This design comes from an exercise in tuning for small area on the open sky130 flow, not from production work.

==> flow/design.v <==
module datc_gain (
    input  wire        clk,
    input  wire        rst,
    input  wire        ctl_valid,
    input  wire        ctl_vol,        
    input  wire [1:0]  ctl_ch,         
    input  wire [15:0] ctl_arg,
    input  wire        blk_valid,
    output wire        blk_ready,
    input  wire [4:0]  blk_cnt,        
    input  wire [2:0]  blk_fmt,        
    input  wire        in_valid,
    output wire        in_ready,
    input  wire [63:0] in_data,        
    output wire        out_valid,
    input  wire        out_ready,
    output wire [31:0] out_data,
    output wire        out_last
);
    reg        mute [0:2];
    reg [15:0] vol  [0:2];
    integer    n;
    always @(posedge clk) begin
        if (rst) begin
            for (n = 0; n < 3; n = n + 1) begin
                mute[n] <= 1'b0;
                vol[n]  <= 16'd0;
            end
        end else if (ctl_valid && ctl_ch != 2'd3) begin
            if (ctl_vol)
                vol[ctl_ch] <= ctl_arg[15] ? ctl_arg : 16'd0;    
            else
                mute[ctl_ch] <= ctl_arg[0];
        end
    end
    wire signed [16:0] att0 = $signed({vol[2][15], vol[2]}) + $signed({vol[0][15], vol[0]});
    wire signed [16:0] att1 = $signed({vol[2][15], vol[2]}) + $signed({vol[1][15], vol[1]});
    wire        sil0 = mute[2] | mute[0] | (att0 <= -17'sd32768);
    wire        sil1 = mute[2] | mute[1] | (att1 <= -17'sd32768);
    wire [16:0] natt0 = -att0;
    wire [16:0] natt1 = -att1;
    localparam S_IDLE = 3'd0, S_DB = 3'd1, S_DT = 3'd2, S_WDIV = 3'd3,
               S_FR = 3'd4, S_PAD = 3'd5, S_END = 3'd6;
    reg [2:0]  state;
    reg        ch;                 
    reg [3:0]  i;                  
    reg [1:0]  j;                  
    reg [29:0] M;                  
    reg [1:0]  sil;                
    reg [4:0]  cnt;
    reg [2:0]  fmt;
    reg [30:0] A;                  
    reg [31:0] P;                  
    reg [24:0] G0, G1;             
    reg [24:0] Q0;                 
    reg [3:0]  R0, R1;             
    reg [3:0]  F0, F1;             
    reg        dneg;
    reg [4:0]  dcnt;               
    reg        outv, lastq, sgnq;
    reg [31:0] rom;
    always @(*) begin
        case (i)
            4'd0:    rom = 32'd4293036180;
            4'd1:    rom = 32'd4291105936;
            4'd2:    rom = 32'd4287248048;
            4'd3:    rom = 32'd4279542672;
            4'd4:    rom = 32'd4264173444;
            4'd5:    rom = 32'd4233600376;
            4'd6:    rom = 32'd4173110276;
            4'd7:    rom = 32'd4054710588;
            4'd8:    rom = 32'd3827893632;
            4'd9:    rom = 32'd3411613792;
            4'd10:   rom = 32'd2709941160;
            4'd11:   rom = 32'd1709857276;
            4'd12:   rom = 32'd680706444;
            4'd13:   rom = 32'd107884700;
            default: rom = 32'd2709940;
        endcase
    end
    wire [7:0] rom_chunk = (j == 2'd0) ? rom[7:0]   :
                           (j == 2'd1) ? rom[15:8]  :
                           (j == 2'd2) ? rom[23:16] : rom[31:24];
    wire [31:0] cont = (ch & fmt[0]) ? in_data[63:32] : in_data[31:0];
    wire [23:0] s24  = !fmt[1] ? {{8{cont[15]}}, cont[15:0]} :
                       fmt[2]  ? cont[31:8] : cont[23:0];
    wire        sgn  = s24[23];
    wire [23:0] u    = s24 ^ {24{sgn}};           
    wire [7:0]  s_chunk = (j == 2'd0) ? u[7:0] : (j == 2'd1) ? u[15:8] : u[23:16];
    wire [1:0]  lastj = fmt[1] ? 2'd2 : 2'd1;
    wire st_db = (state == S_DB);
    wire st_dt = (state == S_DT);
    wire st_fr = (state == S_FR);
    reg  [7:0]  chunk;
    reg  [30:0] X;
    reg  [39:0] Pin;
    always @(*) begin
        chunk = 8'd0;
        X     = A;
        Pin   = 40'd0;
        if (st_db) begin
            chunk = rom_chunk;
            Pin   = (j == 2'd0) ? 40'd0 : {{8{P[31]}}, P};
        end else if (st_dt) begin
            chunk = 8'd4;
            X     = {sil[0] ? 25'd0 : A[30:6], 6'h3F};
            Pin   = ~{7'd0, G0, 8'd0};             
        end else if (st_fr) begin
            chunk = s_chunk;
            X     = {6'd0, G0};
            Pin   = (j == 2'd0) ? (sgn ? {{16{~G0[24]}}, G0[23:0]} : 40'd0)
                                : {{8{P[31]}}, P};
        end
    end
    wire [39:0] S  = Pin + chunk * X;
    wire [31:0] Sh = S[39:8];
    reg bad;
    always @(*) begin
        case (cnt)
            5'd3, 5'd5, 5'd7, 5'd9, 5'd11, 5'd13, 5'd15:
                     bad = (R0 != 4'd0);
            5'd6:    bad = (R0 != 4'd0) && (R0 != 4'd3);
            5'd10:   bad = (R0 != 4'd0) && (R0 != 4'd5);
            5'd12:   bad = (R0 != 4'd0) && (R0 != 4'd3) && (R0 != 4'd6) && (R0 != 4'd9);
            5'd14:   bad = (R0 != 4'd0) && (R0 != 4'd7);
            default: bad = 1'b0;
        endcase
    end
    wire       mb    = ~Q0[24] & bad;
    wire [3:0] cm1   = cnt[3:0] - 4'd1;
    wire [3:0] F_eff = (i == 4'd0) ? (mb ? cm1 : 4'd0) : F0;
    wire [4:0] fsum  = {1'b0, F_eff} + {1'b0, R0};
    wire       nat   = fsum >= cnt;
    wire [4:0] fdif  = fsum - cnt;
    wire [3:0] F_nxt = nat ? fdif[3:0] : fsum[3:0];
    wire       rc    = mb ? ((i == 4'd0) ? 1'b0 : (i == cm1) ? 1'b1 : nat) : nat;
    wire [24:0] G_nxt = G0 + Q0 + {24'd0, rc};
    wire       dfirst = (dcnt == 5'd25);
    wire [4:0] dt     = {dfirst ? 4'd0 : R0, Q0[24]};
    wire       dge    = dt >= cnt;
    wire [4:0] ddif   = dt - cnt;
    wire       dq     = (dfirst & dneg) | dge;
    wire [3:0] dR     = (dfirst & dneg) ? cm1 : dge ? ddif[3:0] : dt[3:0];
    wire go      = ~outv | out_ready;
    wire fr_adv  = st_fr & go & in_valid;
    wire fr_done = fr_adv & (j == lastj);
    assign blk_ready = (state == S_IDLE);
    assign in_ready  = st_fr & go & (j == lastj) & ch;
    assign out_valid = outv;
    assign out_last  = lastq;
    wire [23:0] y    = P[23:0] ^ {24{sgnq}};
    assign out_data  = {y[23:8], fmt[1] ? y[7:0] : 8'd0, 8'd0};
    always @(posedge clk) begin
        if (dcnt != 5'd0) begin
            Q0   <= {Q0[23:0], dq};
            R0   <= dR;
            dcnt <= dcnt - 5'd1;
        end
        if (rst) begin
            state <= S_IDLE;
            G0    <= 25'd16777216;
            G1    <= 25'd16777216;
            dcnt  <= 5'd0;
            outv  <= 1'b0;
        end else begin
            if (outv & out_ready)
                outv <= 1'b0;
            case (state)
            S_IDLE: if (blk_valid) begin
                cnt <= blk_cnt;
                fmt <= blk_fmt;
                M   <= {natt1[14:0], natt0[14:0]};
                sil <= {sil1, sil0};
                A   <= 31'h40000000;
                ch  <= 1'b0;
                i   <= 4'd0;
                j   <= 2'd0;
                state <= (blk_cnt == 5'd0) ? S_PAD : S_DB;
            end
            S_DB: begin
                if (M[0]) begin
                    P <= Sh;
                    j <= j + 2'd1;
                    if (j == 2'd3)
                        A <= Sh[30:0];
                end
                if (!M[0] || j == 2'd3) begin
                    M <= {1'b0, M[29:1]};
                    i <= i + 4'd1;
                    if (i == 4'd14)
                        state <= S_DT;
                end
            end
            S_DT: begin
                if (!ch) begin
                    Q0    <= Sh[24:0];
                    dneg  <= Sh[31];
                    dcnt  <= 5'd25;
                    sil   <= {1'b0, sil[1]};
                    G0    <= G1;
                    G1    <= G0;
                    A     <= 31'h40000000;
                    i     <= 4'd0;
                    j     <= 2'd0;
                    ch    <= 1'b1;
                    state <= S_DB;
                end else if (dcnt == 5'd0) begin
                    A     <= {6'd0, Q0};
                    Q0    <= Sh[24:0];
                    dneg  <= Sh[31];
                    dcnt  <= 5'd25;
                    R1    <= R0;
                    G0    <= G1;
                    G1    <= G0;
                    state <= S_WDIV;
                end
            end
            S_WDIV: if (dcnt == 5'd0) begin
                Q0    <= A[24:0];
                A     <= {6'd0, Q0};
                R0    <= R1;
                R1    <= R0;
                ch    <= 1'b0;
                i     <= 4'd0;
                j     <= 2'd0;
                state <= S_FR;
            end
            S_FR: if (fr_adv) begin
                P <= Sh;
                if (j == lastj) begin
                    outv  <= 1'b1;
                    lastq <= ({i, ch} == 5'd31);
                    sgnq  <= sgn;
                    G1    <= G_nxt;
                    G0    <= G1;
                    Q0    <= A[24:0];
                    A     <= {6'd0, Q0};
                    R0    <= R1;
                    R1    <= R0;
                    F1    <= F_nxt;
                    F0    <= F1;
                    ch    <= ~ch;
                    j     <= 2'd0;
                    if (ch) begin
                        i <= i + 4'd1;
                        if ({1'b0, i} + 5'd1 == cnt)
                            state <= cnt[4] ? S_END : S_PAD;
                    end
                end else begin
                    j <= j + 2'd1;
                end
            end
            S_PAD: if (go) begin
                P     <= 32'd0;
                sgnq  <= 1'b0;
                outv  <= 1'b1;
                lastq <= ({i, ch} == 5'd31);
                {i, ch} <= {i, ch} + 5'd1;
                if ({i, ch} == 5'd31)
                    state <= S_END;
            end
            S_END: if (go)
                state <= S_IDLE;
            default: state <= S_IDLE;
            endcase
        end
    end
endmodule
clock: 12.5 ns
lec_check: 0
cap_margin: 20
core_margin: 2
core_utilization: 40
slew_margin: 20
run.sh (not shown) runs the stock make flow with config.mk's settings and CLKGATE_MAP_FILE= SYNTH_SCRIPT=/design/flow/synth_recipe.tcl, a recipe that flattens the netlist after the stock synthesis.
==> next run, changes <==
- ABC_AREA: default -> 1
After rerunning: Sequential share of layout area fell by 0.77 points; cell area rose by a few percent; core utilization fell by 0.59 points; critical path depth rose by 10.
Function was not checked in any run of this note: the RTL went through the layout flow alone.

==> separate check: timing with driven ports <==
In the flow no input, the clock included, has a driving cell. The finished layouts below were timed again as built, in two steps.
Step 1, drivers: a clkbuf_16 drives clk and a buf_2 each remaining input, both assumed.
Step 2 times the ports against the registers' clock, not the clock port: input delays grow and output delays shrink by t, the midpoint of the rising clock arrivals with the driver on.
a / b / c = ideal / step 1 / step 2; a / b = the first two.
run	t (ns)	setup slack, ns	slew at the worst register clock pin (ns)
the first run	0.617	2.311 / 2.281 / 1.664	0.06 / 0.06
the second run	0.578	2.756 / 2.784 / 2.206	0.07 / 0.07
After both steps every run listed still meets setup and hold. For the first run, which loses most, drivers alone change the setup slack by -0.030 ns; drivers and shift together by -0.647 ns.
